Source: an optimization exercise on an open RTL-to-GDS flow (aim: small area, a short achievable clock period and few clock cycles). Production flows keep margins and buffers that such runs may drop. Where RTL was checked, it was by simulation tests only, not by an equivalence proof against the original. Only the layout flow was run in run 1; the RTL was not checked for function there. Power figures rest on the tool's default switching activity, not on a simulated workload.

==> run.sh <==
#!/bin/bash
# synth_recipe.tcl (not shown) runs the flow's synth.tcl, then flattens the netlist and writes it again
# the make line also repeats each setting of config.mk as NAME=value (left out here)
make -C /OpenROAD-flow-scripts/flow DESIGN_CONFIG=/design/flow/config.mk WORK_HOME=/design/flow/orfs CLKGATE_MAP_FILE= SYNTH_SCRIPT=/design/flow/synth_recipe.tcl finish
==> config.mk <==
export PLATFORM = sky130hd
export DESIGN_NAME = jc1_lane
export DESIGN_NICKNAME = jc1_lane
export VERILOG_FILES = /design/flow/design.v
export SDC_FILE = /design/flow/constraint.sdc
export NUM_CORES = 4
export LEC_CHECK = 0
export CAP_MARGIN = 20
export CORE_MARGIN = 2
export CORE_UTILIZATION = 20
export PLACE_DENSITY = 0.35
export SLEW_MARGIN = 20
==> constraint.sdc <==
create_clock -name core_clock -period 13.0 [get_ports {clk}]
set_input_delay 2.6000 -clock core_clock [delete_from_list [all_inputs] [get_ports {clk}]]
set_output_delay 2.6000 -clock core_clock [all_outputs]
set_load 0.01 [all_outputs]
==> design.v <==
module jc1_lane (
    input  wire       clk,
    input  wire       rst,         
    input  wire       cmd_valid,
    output wire       cmd_ready,
    input  wire [2:0] cmd_op,
    input  wire [7:0] cmd_data,
    output reg        res_valid,
    output reg  [7:0] res_data
);
    localparam OP_RESET  = 3'd0;
    localparam OP_STEP   = 3'd1;
    localparam OP_XOR    = 3'd2;
    localparam OP_WARMUP = 3'd3;
    localparam OP_PEEK_S = 3'd4;
    localparam OP_PEEK_P = 3'd5;
    localparam OP_PEEK_Q = 3'd6;
    reg  [2047:0] ring;                        
    wire [7:0]    r0   = ring[7:0];
    wire [7:0]    r253 = ring[2031:2024];
    wire [7:0]    r254 = ring[2039:2032];
    reg  [7:0] B;                              
    reg  [7:0] p;
    reg  [7:0] dq;                             
    reg        al;                             
    reg        swp;                            
    reg  [7:0] vn;                             
    reg        rdy;
    reg        s1v;
    reg  [2:0] s1op;
    reg  [7:0] s1d;
    reg  [7:0] cnt;
    reg        s2step;
    assign cmd_ready = rdy;
    wire accept = cmd_valid & rdy & ~rst;
    wire is_step   = (s1op == OP_STEP) | (s1op == OP_XOR) | (s1op == OP_WARMUP);
    wire fire      = s1v & (~is_step | al);
    wire fire_step = fire & is_step;
    wire last      = (s1op != OP_WARMUP) | (cnt == 8'd255);
    wire done      = fire & last;
    wire clear     = rst | (fire & (s1op == OP_RESET));
    wire [7:0] x  = (s1op == OP_STEP)   ? s1d :
                    (s1op == OP_WARMUP) ? cnt : 8'd0;
    wire [7:0] sv = swp ? 8'd0 : r0;           
    wire [7:0] t  = sv + x;
    wire [7:0] ks = dq + t;                    
    wire [7:0] kp = s1d + ~B;                  
    wire [7:0] k  = (s1op == OP_PEEK_S) ? kp : ks;
    wire       kv = (k >= vn);
    wire [7:0] q_cur = dq + p + 8'd2;
    reg        s2resp;                         
    reg  [1:0] s2mode;                         
    reg  [7:0] s2x;
    reg  [7:0] s2tp;                           
    reg        s2fwd;                          
    reg [63:0] s2lo;                           
    reg  [3:0] s2hi;                           
    reg [7:0] grp [0:15];
    reg [7:0] sq;
    integer g, m;
    always @(*) begin
        for (g = 0; g < 16; g = g + 1) begin
            grp[g] = 8'd0;
            for (m = 0; m < 16; m = m + 1)
                grp[g] = grp[g] | ({8{s2lo[16*(g/4)+m]}} & ring[8*(16*g+m) +: 8]);
        end
        sq = 8'd0;
        for (g = 0; g < 16; g = g + 1)
            sq = sq | ({8{s2hi[g%4]}} & grp[g]);
    end
    reg        s3step;
    reg        s3resp;
    reg  [1:0] s3mode;
    reg  [7:0] s3x;
    reg  [7:0] s3tp;
    reg        s3fwd;
    reg  [7:0] s3sq;
    wire [7:0] sqf = s3fwd ? r253 : s3sq;
    wire [7:0] r   = s3tp + sqf;
    always @(posedge clk) begin
        ring[2023:0]    <= ring[2031:8];
        ring[2031:2024] <= s3step ? r : r254;
        ring[2039:2032] <= ring[2047:2040];
        ring[2047:2040] <= fire_step ? t : sv;
    end
    integer i;
    always @(posedge clk) begin
        if (clear) begin
            B   <= 8'd1;
            p   <= 8'd0;
            dq  <= 8'd254;
            al  <= 1'b1;
            swp <= 1'b1;
            vn  <= 8'd255;
        end else begin
            B   <= B + 8'd1;
            if (fire_step) begin
                p  <= p + 8'd1;
                dq <= ks - 8'd1;
            end
            al  <= fire_step | (B == p);
            swp <= (vn != 8'd0);
            if (vn != 8'd0)
                vn <= vn - 8'd1;
        end
        if (rst) begin
            s1v <= 1'b0;
            rdy <= 1'b1;
            cnt <= 8'd0;
        end else if (accept) begin
            s1v  <= 1'b1;
            s1op <= cmd_op;
            s1d  <= cmd_data;
            cnt  <= 8'd0;
            rdy  <= !((cmd_op == OP_STEP) | (cmd_op == OP_XOR) | (cmd_op == OP_WARMUP)) |
                    ((cmd_op != OP_WARMUP) & (clear | fire_step | (B == p)));
        end else if (!s1v || done) begin
            s1v <= 1'b0;
            rdy <= 1'b1;
        end else begin
            if (fire)
                cnt <= cnt + 8'd1;
            rdy <= (clear | fire_step | (B == p)) &
                   ((s1op != OP_WARMUP) | ((cnt + {7'd0, fire}) == 8'd255));
        end
        s2step <= ~rst & fire_step;
        s2resp <= ~rst & done;
        s2tp   <= t + p + 8'd1;
        s2fwd  <= (k == 8'd254) & s2step;
        for (i = 0; i < 64; i = i + 1)
            s2lo[i] <= (k[7:6] == i[5:4]) & (k[3:0] == i[3:0]);
        for (i = 0; i < 4; i = i + 1)
            s2hi[i] <= (k[5:4] == i[1:0]) & kv;
        case (s1op)
            OP_STEP:   begin s2mode <= 2'd1; s2x <= 8'd0;  end
            OP_XOR:    begin s2mode <= 2'd1; s2x <= s1d;   end
            OP_PEEK_S: begin s2mode <= 2'd2; s2x <= 8'd0;  end
            OP_PEEK_P: begin s2mode <= 2'd0; s2x <= p;     end
            OP_PEEK_Q: begin s2mode <= 2'd0; s2x <= q_cur; end
            default:   begin s2mode <= 2'd0; s2x <= 8'd0;  end
        endcase
        s3step <= ~rst & s2step;
        s3resp <= ~rst & s2resp;
        s3mode <= s2mode;
        s3x    <= s2x;
        s3tp   <= s2tp;
        s3fwd  <= s2fwd;
        s3sq   <= sq;
        res_valid <= ~rst & s3resp;
        res_data  <= (s3mode == 2'd1) ? (r ^ s3x) :
                     (s3mode == 2'd2) ? sqf : s3x;
    end
endmodule
==> impl_metrics.prom, run 1 <==
# TYPE chip_impl_metric gauge
chip_impl_metric{name="synth_area",unit="um^2"} 60300
chip_impl_metric{name="final.setup.tns",unit="ns"} 0
chip_impl_metric{name="clk_pin_slew",unit="ns"} 0.06
chip_impl_metric{name="finalPower",unit="mW"} 13.9
chip_impl_metric{name="initialDrtViolationCount",unit=""} 3982
chip_impl_metric{name="power.density",unit="nW/um^2"} 190
chip_impl_info{name="start_kind",value="flop"} 1
chip_impl_metric{name="reg2regPathDepth",unit=""} 18
chip_impl_metric{name="design.portCount",unit=""} 24
chip_impl_metric{name="setup_viol",unit=""} 0
chip_impl_metric{name="synthesis.instances",unit=""} 4323
chip_impl_metric{name="async_reset_ff_share",unit="%"} 0
chip_impl_metric{name="postCtsHoldBufs",unit=""} 0
chip_impl_metric{name="post_route_hold_slack",unit="ns"} 0.299
chip_impl_metric{name="yosys_warnings",unit=""} 2
chip_impl_info{name="rr_startpoint",value="s1op[1]$_DFFE_PP_"} 1
chip_impl_metric{name="achievable-frequency",unit="GHz"} 0.195
chip_impl_metric{name="dpl.hpwl",unit="mm"} 161
chip_impl_metric{name="post-cts-setup-buffer-count",unit=""} 0
chip_impl_metric{name="detailroute.wirelength.met2",unit="mm"} 121
chip_impl_metric{name="fp.dieArea",unit="um^2"} 306000
chip_impl_metric{name="detail_route.vias_per_cell",unit=""} 4.57
chip_impl_metric{name="dp_cells",unit=""} 8155
chip_impl_metric{name="place.port_buffers",unit=""} 23
chip_impl_metric{name="critPathArrivalTime",unit="ns"} 5.86
chip_impl_metric{name="post-route-cell-area",unit="um^2"} 73100
chip_impl_metric{name="grt_remaining_overflow",unit=""} 0
chip_impl_info{name="synth-main-ff-cell",value="sky130_fd_sc_hd__dfxtp_1"} 1
chip_impl_metric{name="final_hold_violation_count",unit=""} 0
chip_impl_metric{name="cts-htree-levels",unit=""} 4
chip_impl_metric{name="layout_setup_ws",unit="ns"} 7.87
chip_impl_metric{name="dpl_worst_slack",unit="ns"} 7.96
chip_impl_info{name="timing.critical_path.from",value="s1op[1]$_DFFE_PP_"} 1
chip_impl_metric{name="drc",unit=""} 0
chip_impl_metric{name="layout.core_utilization",unit="%"} 24.4
chip_impl_metric{name="synth_edf_count",unit=""} 11
chip_impl_metric{name="synth_area_per_cell",unit="um^2"} 13.9
chip_impl_info{name="run_status",value="timing/DRC/antenna clean"} 1
chip_impl_metric{name="yosys_register_bits",unit=""} 2230
chip_impl_info{name="startpoint_of_the_worst_hold_path",value="ring[1358]$_DFF_P_"} 1
chip_impl_metric{name="core_area",unit="um^2"} 300000
chip_impl_metric{name="pin_count_of_the_biggest_net_entering_global_routing",unit=""} 27
chip_impl_metric{name="final-max-slew-violation-count",unit=""} 0
chip_impl_info{name="worst-setup-path-type",value="flop to flop"} 1
chip_impl_metric{name="cts_inserted_buffers",unit=""} 222
chip_impl_metric{name="syn_to_final_growth",unit="%"} 21.2
chip_impl_metric{name="numClockSinks",unit=""} 2230
chip_impl_metric{name="die_x",unit="um"} 553
chip_impl_metric{name="final-instance-count-excl-fill",unit=""} 8569
chip_impl_info{name="min-delay-path-class",value="flop to flop"} 1
chip_impl_info{name="rsz_0062_raised_after_global_routing",value="false"} 1
chip_impl_metric{name="first_pass_iters",unit=""} 5
chip_impl_metric{name="leak",unit="nW"} 27.1
chip_impl_metric{name="num_vias",unit=""} 39148
chip_impl_metric{name="die_h",unit="um"} 553
chip_impl_metric{name="ys_seq_area_share",unit="%"} 74.3
chip_impl_metric{name="ctsLongestPathBuffers",unit=""} 3
chip_impl_info{name="critPathCaptureType",value="flop"} 1
chip_impl_info{name="clk_root_buffer_cell",value="sky130_fd_sc_hd__clkbuf_16"} 1
chip_impl_metric{name="cp.required",unit="ns"} 13.73
chip_impl_metric{name="placement_rows",unit=""} 201
chip_impl_info{name="min_to",value="ring[1350]$_DFF_P_"} 1
chip_impl_metric{name="routed_wl",unit="mm"} 272
chip_impl_metric{name="grt_pass1_vias",unit=""} 39881
chip_impl_metric{name="n_antenna_cell",unit=""} 0
chip_impl_metric{name="postCtsResizedCells",unit=""} 0
chip_impl_metric{name="power.ir.vdd_worst",unit="mV"} 0.119
chip_impl_info{name="tritoncts",value="built"} 1
chip_impl_metric{name="nets",unit=""} 4505
chip_impl_metric{name="antenna_found_initial",unit=""} 24
chip_impl_info{name="crit-reg2reg-capture",value="s2hi[1]$_DFF_P_"} 1
chip_impl_metric{name="floorplan.initialDensity",unit="%"} 20.1
chip_impl_metric{name="finClkSkew",unit="ns"} 0.0709
chip_impl_metric{name="top_fanout_value_on_the_critical_path",unit=""} 12
chip_impl_metric{name="maxSlewHeadroom",unit="%"} 31.1
chip_impl_metric{name="slew_at_the_pin_with_the_worst_max_slew_slack",unit="ns"} 1.03
chip_impl_metric{name="routabilityCongestion",unit=""} 0.787
chip_impl_metric{name="avgRoutedWirePerCell",unit="um"} 31.7
chip_impl_metric{name="finalCriticalPeriod",unit="ns"} 5.13
chip_impl_metric{name="detail-route-antenna-nets",unit=""} 0
chip_impl_metric{name="timing.reg2reg.setup_slack",unit="ns"} 7.87
chip_impl_metric{name="placed_cell_area",unit="um^2"} 65400
chip_impl_metric{name="synth.distinct_cells",unit=""} 66
chip_impl_metric{name="gr-usage-all-layers",unit="%"} 17.2
chip_impl_metric{name="grt_pass1_wl",unit="mm"} 361
chip_impl_info{name="highest_layer",value="met5"} 1
chip_impl_metric{name="max_cap_violations",unit=""} 0
chip_impl_metric{name="clk_latency",unit="ns"} 0.89
chip_impl_metric{name="syn_nets",unit=""} 4406
chip_impl_metric{name="layout-drive-gt1-share",unit="%"} 11.7
chip_impl_metric{name="ratio_of_final_minimum_period_to_clock_period",unit="%"} 39.5
chip_impl_metric{name="met1Wirelength",unit="mm"} 125
chip_impl_metric{name="number_of_cells_traversed_by_the_worst_hold_path",unit=""} 0
chip_impl_metric{name="wl_met3",unit="mm"} 16.9
==> cells in the mapped netlist, types with 26 or more instances <==
cell,instances,area [um^2]
sky130_fd_sc_hd__nand4_1,136,851
sky130_fd_sc_hd__clkbuf_1,192,721
sky130_fd_sc_hd__or4_1,34,255
sky130_fd_sc_hd__dfxtp_1,2219,44400
sky130_fd_sc_hd__nand2_1,67,251
sky130_fd_sc_hd__a21oi_1,34,170
sky130_fd_sc_hd__inv_1,51,191
sky130_fd_sc_hd__xnor2_1,52,455
sky130_fd_sc_hd__ha_1,63,788
sky130_fd_sc_hd__a22o_1,512,4480
sky130_fd_sc_hd__xor2_1,26,228
sky130_fd_sc_hd__o21ai_0,37,185
sky130_fd_sc_hd__nor2_1,119,447
sky130_fd_sc_hd__a221oi_1,512,4480
==> worst max path at each step <==
stage / slack, ns / cells past startpoint / to
floorplan: 8.35 / 19 / s2hi[1]$_DFF_P_
global placement: 7.91 / 20 / s2hi[2]$_DFF_P_
detailed placement: 7.96 / 18 / s2hi[1]$_DFF_P_
CTS: 7.88 / 18 / s2hi[1]$_DFF_P_
global route: 7.50 / 20 / s2hi[1]$_DFF_P_
finish: 7.87 / 18 / s2hi[1]$_DFF_P_
==> cells by family (layout without fill, tap and decap cells) <==
logic type / after synthesis / after routing / share of synthesized area, %
adder cells (fa/ha/maj): 70 / 70 / 1.52
AND/OR/NAND/NOR: 456 / 456 / 4.05
flip-flops: 2230 / 2230 / 74.3
buffers and inverters: 273 / 561 / 1.73
AO/OA/AOI/OAI: 1174 / 1174 / 16.5
multiplexers: 39 / 39 / 0.683
XOR/XNOR: 81 / 81 / 1.23
==> report_power, final <==
group | leakage, nW | switching, mW | internal (mW)
Clock | 3.75 | 2.83 | 3.85
Combinational | 5.32 | 0.191 | 0.0626
Sequential | 18.0 | 0.0992 | 6.86
Total | 27.1 | 3.12 | 10.8
==> worst max-delay path, stage by stage (launching register included) <==
cell	delay, ns
sky130_fd_sc_hd__edfxtp_1	0.68
sky130_fd_sc_hd__mux2i_1	0.29
sky130_fd_sc_hd__nor2_1	0.08
sky130_fd_sc_hd__ha_1	0.24
sky130_fd_sc_hd__fa_1	0.47
sky130_fd_sc_hd__a21o_1	0.19
sky130_fd_sc_hd__a21oi_1	0.24
sky130_fd_sc_hd__xnor2_1	0.21
sky130_fd_sc_hd__ha_1	0.33
sky130_fd_sc_hd__o21a_1	0.21
sky130_fd_sc_hd__a21o_1	0.18
sky130_fd_sc_hd__a21oi_1	0.23
sky130_fd_sc_hd__xor3_1	0.35
sky130_fd_sc_hd__a211oi_4	0.36
sky130_fd_sc_hd__inv_1	0.11
sky130_fd_sc_hd__ha_1	0.29
sky130_fd_sc_hd__nor2_1	0.04
sky130_fd_sc_hd__a211o_1	0.32
sky130_fd_sc_hd__nor3b_1	0.22
==> per-layer routing <==
layer | vias up | global-route usage (%)
li1 | 16567 | -
met1 | 20493 | 23.7
met2 | 1631 | 27.1
met3 | 451 | 3.09
met4 | 6 | 5.25
met5 | - | 0
==> state kept, by name, indices dropped and copies added (netlist names), 2 cells and up <==
register  count
res_data      8
s3x           8
cnt           8
s3tp          8
s3mode        2
dq            8
s2hi          4
ring       2048
B             8
s1op          3
s2tp          8
p             8
s2mode        2
s3sq          8
s2x           8
s2lo         64
s1d           8
vn            8
==> cell type report <==
type                    count  area [um^2]
clock buffers             336         6570
clock inverters            77         1080
fillers                 31206       227000
inverters                  52          195
multi-input cells        1820        14500
flip-flops and latches   2230        45000
well taps                3958         4950
repair buffers             96          778
==> cells in the final DEF (no fill, tap or decap), types with 51 or more instances in the layout <==
cell type,netlist,layout
sky130_fd_sc_hd__xnor2_1,52,52
sky130_fd_sc_hd__buf_4,2,73
sky130_fd_sc_hd__a221oi_1,512,511
sky130_fd_sc_hd__clkbuf_8,0,56
sky130_fd_sc_hd__dfxtp_1,2219,2151
sky130_fd_sc_hd__nand2_1,67,67
sky130_fd_sc_hd__clkbuf_1,192,57
sky130_fd_sc_hd__dfxtp_4,0,64
sky130_fd_sc_hd__a22o_1,512,512
sky130_fd_sc_hd__nor2_1,119,119
sky130_fd_sc_hd__nand4_1,136,136
sky130_fd_sc_hd__inv_1,51,51
sky130_fd_sc_hd__clkbuf_16,0,223
sky130_fd_sc_hd__ha_1,63,63
==> run 2, diff against run 1 <==
--- a/design.v
+++ b/design.v
@@ -18,6 +18,5 @@
     reg  [2047:0] ring;                        
     wire [7:0]    r0   = ring[7:0];
-    wire [7:0]    r253 = ring[2031:2024];
-    wire [7:0]    r254 = ring[2039:2032];
+    wire [7:0]    r255 = ring[2047:2040];
     reg  [7:0] B;                              
     reg  [7:0] p;
@@ -31,5 +30,4 @@
     reg  [7:0] s1d;
     reg  [7:0] cnt;
-    reg        s2step;
     assign cmd_ready = rdy;
     wire accept = cmd_valid & rdy & ~rst;
@@ -49,11 +47,11 @@
     wire       kv = (k >= vn);
     wire [7:0] q_cur = dq + p + 8'd2;
+    reg        s2step;                         
     reg        s2resp;                         
     reg  [1:0] s2mode;                         
     reg  [7:0] s2x;
     reg  [7:0] s2tp;                           
-    reg        s2fwd;                          
-    reg [63:0] s2lo;                           
-    reg  [3:0] s2hi;                           
+    reg [15:0] s2lo;                           
+    reg [15:0] s2hi;                           
     reg [7:0] grp [0:15];
     reg [7:0] sq;
@@ -63,23 +61,14 @@
             grp[g] = 8'd0;
             for (m = 0; m < 16; m = m + 1)
-                grp[g] = grp[g] | ({8{s2lo[16*(g/4)+m]}} & ring[8*(16*g+m) +: 8]);
+                grp[g] = grp[g] | ({8{s2lo[m]}} & ring[8*(16*g+m) +: 8]);
         end
         sq = 8'd0;
         for (g = 0; g < 16; g = g + 1)
-            sq = sq | ({8{s2hi[g%4]}} & grp[g]);
+            sq = sq | ({8{s2hi[g]}} & grp[g]);
     end
-    reg        s3step;
-    reg        s3resp;
-    reg  [1:0] s3mode;
-    reg  [7:0] s3x;
-    reg  [7:0] s3tp;
-    reg        s3fwd;
-    reg  [7:0] s3sq;
-    wire [7:0] sqf = s3fwd ? r253 : s3sq;
-    wire [7:0] r   = s3tp + sqf;
+    wire [7:0] r = s2tp + sq;
     always @(posedge clk) begin
-        ring[2023:0]    <= ring[2031:8];
-        ring[2031:2024] <= s3step ? r : r254;
-        ring[2039:2032] <= ring[2047:2040];
+        ring[2031:0]    <= ring[2039:8];
+        ring[2039:2032] <= s2step ? r : r255;
         ring[2047:2040] <= fire_step ? t : sv;
     end
@@ -127,9 +116,8 @@
         s2resp <= ~rst & done;
         s2tp   <= t + p + 8'd1;
-        s2fwd  <= (k == 8'd254) & s2step;
-        for (i = 0; i < 64; i = i + 1)
-            s2lo[i] <= (k[7:6] == i[5:4]) & (k[3:0] == i[3:0]);
-        for (i = 0; i < 4; i = i + 1)
-            s2hi[i] <= (k[5:4] == i[1:0]) & kv;
+        for (i = 0; i < 16; i = i + 1) begin
+            s2lo[i] <= (k[3:0] == i[3:0]);
+            s2hi[i] <= (k[7:4] == i[3:0]) & kv;
+        end
         case (s1op)
             OP_STEP:   begin s2mode <= 2'd1; s2x <= 8'd0;  end
@@ -140,14 +128,7 @@
             default:   begin s2mode <= 2'd0; s2x <= 8'd0;  end
         endcase
-        s3step <= ~rst & s2step;
-        s3resp <= ~rst & s2resp;
-        s3mode <= s2mode;
-        s3x    <= s2x;
-        s3tp   <= s2tp;
-        s3fwd  <= s2fwd;
-        s3sq   <= sq;
-        res_valid <= ~rst & s3resp;
-        res_data  <= (s3mode == 2'd1) ? (r ^ s3x) :
-                     (s3mode == 2'd2) ? sqf : s3x;
+        res_valid <= ~rst & s2resp;
+        res_data  <= (s2mode == 2'd1) ? (r ^ s2x) :
+                     (s2mode == 2'd2) ? sq : s2x;
     end
 endmodule
==> run 2 against run 1 <==
Against the previous run:
- sequential share of layout area shrank 0.47 points
- global-route usage is 4.8 points lower
- clock skew is 0.0088 ns lower
- worst hold slack improved by 0.011 ns
- sequential power shrank 3.2%
- power fell by 3.5%
- combinational power is 22% higher
==> impl_metrics.prom, run 2 <==
# TYPE chip_impl_metric gauge
chip_impl_metric{name="fp.dieArea",unit="um^2"} 301000
chip_impl_info{name="min-delay-path-class",value="flop to flop"} 1
chip_impl_metric{name="finalCriticalPeriod",unit="ns"} 5.41
chip_impl_info{name="synth-main-ff-cell",value="sky130_fd_sc_hd__dfxtp_1"} 1
chip_impl_info{name="synthMostInstantiatedCell",value="sky130_fd_sc_hd__dfxtp_1"} 1
chip_impl_metric{name="place.port_buffers",unit=""} 23
chip_impl_metric{name="detail-route-antenna-nets",unit=""} 0
chip_impl_metric{name="grt_pass1_vias",unit=""} 38061
chip_impl_metric{name="async_reset_ff_share",unit="%"} 0
chip_impl_metric{name="largest_reg_flops",unit=""} 2048
chip_impl_metric{name="first_pass_iters",unit=""} 5
chip_impl_metric{name="clk_latency",unit="ns"} 0.87
chip_impl_metric{name="reg2regPathDepth",unit=""} 15
chip_impl_metric{name="cp.required",unit="ns"} 13.75
chip_impl_metric{name="nets",unit=""} 4517
chip_impl_metric{name="die_x",unit="um"} 548
chip_impl_info{name="synth_commonest_cells",value="sky130_fd_sc_hd__dfxtp_1 (2153), sky130_fd_sc_hd__a22oi_1 (409), sky130_fd_sc_hd__a22o_1 (327)"} 1
chip_impl_metric{name="detail_route.vias_per_cell",unit=""} 4.24
chip_impl_metric{name="gr-usage-all-layers",unit="%"} 12.4
chip_impl_metric{name="postCtsResizedCells",unit=""} 0
chip_impl_info{name="run_status",value="timing/DRC/antenna clean"} 1
chip_impl_metric{name="num_vias",unit=""} 36182
chip_impl_metric{name="grt_pass1_wl",unit="mm"} 274
chip_impl_metric{name="clk_pin_slew",unit="ns"} 0.06
chip_impl_info{name="synth_top_cell_by_area",value="sky130_fd_sc_hd__dfxtp_1"} 1
chip_impl_metric{name="cts-htree-levels",unit=""} 4
chip_impl_metric{name="synth_area",unit="um^2"} 59300
chip_impl_info{name="highest_layer",value="met5"} 1
chip_impl_metric{name="ratio_of_final_minimum_period_to_clock_period",unit="%"} 41.6
chip_impl_metric{name="pin_count_of_the_biggest_net_entering_global_routing",unit=""} 84
chip_impl_metric{name="yosys_warnings",unit=""} 2
chip_impl_metric{name="die_h",unit="um"} 548
chip_impl_metric{name="finalPower",unit="mW"} 13.4
chip_impl_metric{name="synth_top_area_share",unit="%"} 72.7
chip_impl_info{name="timing.critical_path.from",value="s2lo[4]$_DFF_P_"} 1
chip_impl_metric{name="design.portCount",unit=""} 24
chip_impl_metric{name="achievable-frequency",unit="GHz"} 0.185
chip_impl_metric{name="avgRoutedWirePerCell",unit="um"} 22.4
chip_impl_info{name="most-common-layout-cells",value="sky130_fd_sc_hd__dfxtp_1 (2131), sky130_fd_sc_hd__a22oi_1 (409), sky130_fd_sc_hd__a22o_1 (327)"} 1
chip_impl_info{name="tritoncts",value="built"} 1
chip_impl_metric{name="synth_edf_count",unit=""} 11
chip_impl_metric{name="power.ir.vdd_worst",unit="mV"} 0.140
chip_impl_info{name="layout.cells.most_common",value="sky130_fd_sc_hd__dfxtp_1"} 1
chip_impl_metric{name="critPathArrivalTime",unit="ns"} 6.15
chip_impl_metric{name="antenna_found_initial",unit=""} 17
chip_impl_metric{name="leak",unit="nW"} 26.2
chip_impl_info{name="ys_top_cells_by_area",value="sky130_fd_sc_hd__dfxtp_1 (73%), sky130_fd_sc_hd__a22oi_1 (5.2%), sky130_fd_sc_hd__a22o_1 (4.8%)"} 1
chip_impl_info{name="timing.critical_path.to",value="ring[2039]$_DFF_P_"} 1
chip_impl_metric{name="power.density",unit="nW/um^2"} 188
chip_impl_metric{name="post-cts-setup-buffer-count",unit=""} 0
chip_impl_info{name="critPathCaptureType",value="flop"} 1
chip_impl_metric{name="synth.distinct_cells",unit=""} 68
chip_impl_metric{name="post_route_hold_slack",unit="ns"} 0.310
chip_impl_metric{name="syn_nets",unit=""} 4458
chip_impl_metric{name="layout-drive-gt1-share",unit="%"} 9.78
chip_impl_metric{name="top_fanout_value_on_the_critical_path",unit=""} 83
chip_impl_metric{name="wl_met3",unit="mm"} 9.23
chip_impl_info{name="clk_root_buffer_cell",value="sky130_fd_sc_hd__clkbuf_16"} 1
chip_impl_metric{name="routabilityCongestion",unit=""} 0.747
chip_impl_metric{name="placed_cell_area",unit="um^2"} 63800
chip_impl_metric{name="floorplan.initialDensity",unit="%"} 20.1
chip_impl_metric{name="initialDrtViolationCount",unit=""} 2547
chip_impl_info{name="worst-setup-path-type",value="flop to flop"} 1
chip_impl_metric{name="post-route-cell-area",unit="um^2"} 71200
chip_impl_info{name="crit-reg2reg-capture",value="ring[2039]$_DFF_P_"} 1
chip_impl_info{name="rr_startpoint",value="s2lo[4]$_DFF_P_"} 1
chip_impl_metric{name="detailroute.wirelength.met2",unit="mm"} 85.6
chip_impl_metric{name="final_hold_violation_count",unit=""} 0
chip_impl_metric{name="met1Wirelength",unit="mm"} 90.6
chip_impl_metric{name="grt_remaining_overflow",unit=""} 0
chip_impl_metric{name="timing.reg2reg.setup_slack",unit="ns"} 7.59
chip_impl_metric{name="placement_rows",unit=""} 199
chip_impl_metric{name="max_cap_violations",unit=""} 0
chip_impl_metric{name="final.setup.tns",unit="ns"} 0
chip_impl_metric{name="dpl.hpwl",unit="mm"} 106
chip_impl_metric{name="numClockSinks",unit=""} 2164
chip_impl_metric{name="ctsLongestPathBuffers",unit=""} 3
chip_impl_info{name="start_kind",value="flop"} 1
chip_impl_metric{name="synth_area_per_cell",unit="um^2"} 13.5
chip_impl_info{name="reg.largest.list",value="ring: 2048 flops, s2hi: 16 flops, s2lo: 16 flops"} 1
chip_impl_info{name="regMostFlops",value="ring"} 1
chip_impl_metric{name="maxSlewHeadroom",unit="%"} 34.0
chip_impl_metric{name="final-max-slew-violation-count",unit=""} 0
chip_impl_metric{name="setup_viol",unit=""} 0
chip_impl_metric{name="layout.core_utilization",unit="%"} 24.2
chip_impl_metric{name="drc",unit=""} 0
chip_impl_metric{name="syn_to_final_growth",unit="%"} 20.1
chip_impl_metric{name="synthesis.instances",unit=""} 4375
chip_impl_metric{name="routed_wl",unit="mm"} 191
chip_impl_metric{name="finClkSkew",unit="ns"} 0.0621
chip_impl_metric{name="slew_at_the_pin_with_the_worst_max_slew_slack",unit="ns"} 0.988
chip_impl_metric{name="core_area",unit="um^2"} 294000
chip_impl_metric{name="yosys_register_bits",unit=""} 2164
chip_impl_metric{name="ys_seq_area_share",unit="%"} 73.3
chip_impl_info{name="rsz_0062_raised_after_global_routing",value="false"} 1
chip_impl_metric{name="cts_inserted_buffers",unit=""} 219
chip_impl_metric{name="postCtsHoldBufs",unit=""} 0
-- run 2: per-stage QoR --
stage	setup slack (ns)	cells
6_report	7.59	8535
5_1_grt	7.32	8534
3_5_place_dp	7.59	8132
3_3_place_gp	7.51	8132
4_1_cts	7.56	8532
2_1_floorplan	8.57	4375
-- run 2: area by class of cell --
cell class	count	area, um^2
diodes	3	7.51
clock buffers	349	6680
clock inverters	51	706
fillers	30688	223000
inverters	49	184
multi-input cells	1916	14400
flip-flops and latches	2164	43500
well taps	3919	4900
repair buffers	84	751
-- run 2: logic make-up after synthesis --
| logic type | after synthesis | synth area share (%) |
|---|---|---|
| xor gates and xnor gates | 79 | 1.22 |
| AOI/OAI and AO/OA | 1259 | 16.8 |
| muxes | 29 | 0.511 |
| and+or+nand+nor | 479 | 4.25 |
| DFF | 2164 | 73.3 |
| buffers and inverters | 295 | 2.40 |
| adders and majority gates | 70 | 1.55 |
-- run 2: layer usage --
layer	track usage, %	up-vias
li1	-	16550
met1	17.0	18440
met2	19.6	902
met3	2.23	284
met4	4.06	6
met5	0	-
-- run 2: report_power, final --
part	leakage (nW)	total, mW	internal [mW]	switching, mW
combinational	5.06	0.308	0.0653	0.243
clock	3.62	6.37	3.70	2.67
sequential	17.5	6.74	6.67	0.0687
-- run 2: critical path, stage by stage, from the launching register on --
cell                       delay, ns
sky130_fd_sc_hd__dfxtp_4        0.46
sky130_fd_sc_hd__buf_4          0.38
sky130_fd_sc_hd__buf_12         0.34
sky130_fd_sc_hd__a22o_1         0.30
sky130_fd_sc_hd__a221oi_1       0.21
sky130_fd_sc_hd__nand4_1        0.27
sky130_fd_sc_hd__a22o_1         0.28
sky130_fd_sc_hd__a221oi_1       0.47
sky130_fd_sc_hd__or4b_1         0.66
sky130_fd_sc_hd__ha_1           0.39
sky130_fd_sc_hd__a211oi_1       0.24
sky130_fd_sc_hd__nor2_1         0.11
sky130_fd_sc_hd__o41ai_1        0.35
sky130_fd_sc_hd__xnor2_1        0.23
sky130_fd_sc_hd__xor2_1         0.20
sky130_fd_sc_hd__mux2_2         0.28
-- run 2: worst min path at each step --
stage,startpoint,endpoint,depth (start not counted)
after floorplan,ring[22]$_DFF_P_,ring[14]$_DFF_P_,0
after global placement,ring[1522]$_DFF_P_,ring[1514]$_DFF_P_,0
final,ring[765]$_DFF_P_,ring[757]$_DFF_P_,0
after CTS,ring[765]$_DFF_P_,ring[757]$_DFF_P_,0
after global routing,ring[765]$_DFF_P_,ring[757]$_DFF_P_,0
after detailed placement,ring[355]$_DFF_P_,ring[347]$_DFF_P_,0
Testbench counts of run 2, summed over its fixed seeds: cycles 19,259.

==> port drivers added, routing unchanged <==
In the flow no input, the clock included, has a driving cell. The finished layouts below were timed again as built, in two steps.
Step 1: set_driving_cell puts a clkbuf_16 on clk and a buf_2 on each other input, an assumption about the parent block.
Step 2 adds t to the input delays and takes it off the output delays; t is the mean of the earliest and latest rising clock arrival at the registers after step 1. Input paths then give back, and output paths get back, about the clock's delay inside the block.
Slacks: ideal / step 1 / step 2; pairs: ideal / step 1.
run | shift t [ns] | setup slack, ns | latest minus earliest clock arrival (ns) | slew at the worst register clock pin (ns) | worst slew at a driven data input, ns
run 1 | 0.931 | 7.870 / 7.870 / 7.870 | 0.078 / 0.078 | 0.07 / 0.07 | 0.04
run 2 | 0.922 | 7.593 / 7.593 / 7.593 | 0.063 / 0.063 | 0.07 / 0.07 | 0.03
After both steps every run listed still meets setup and hold.
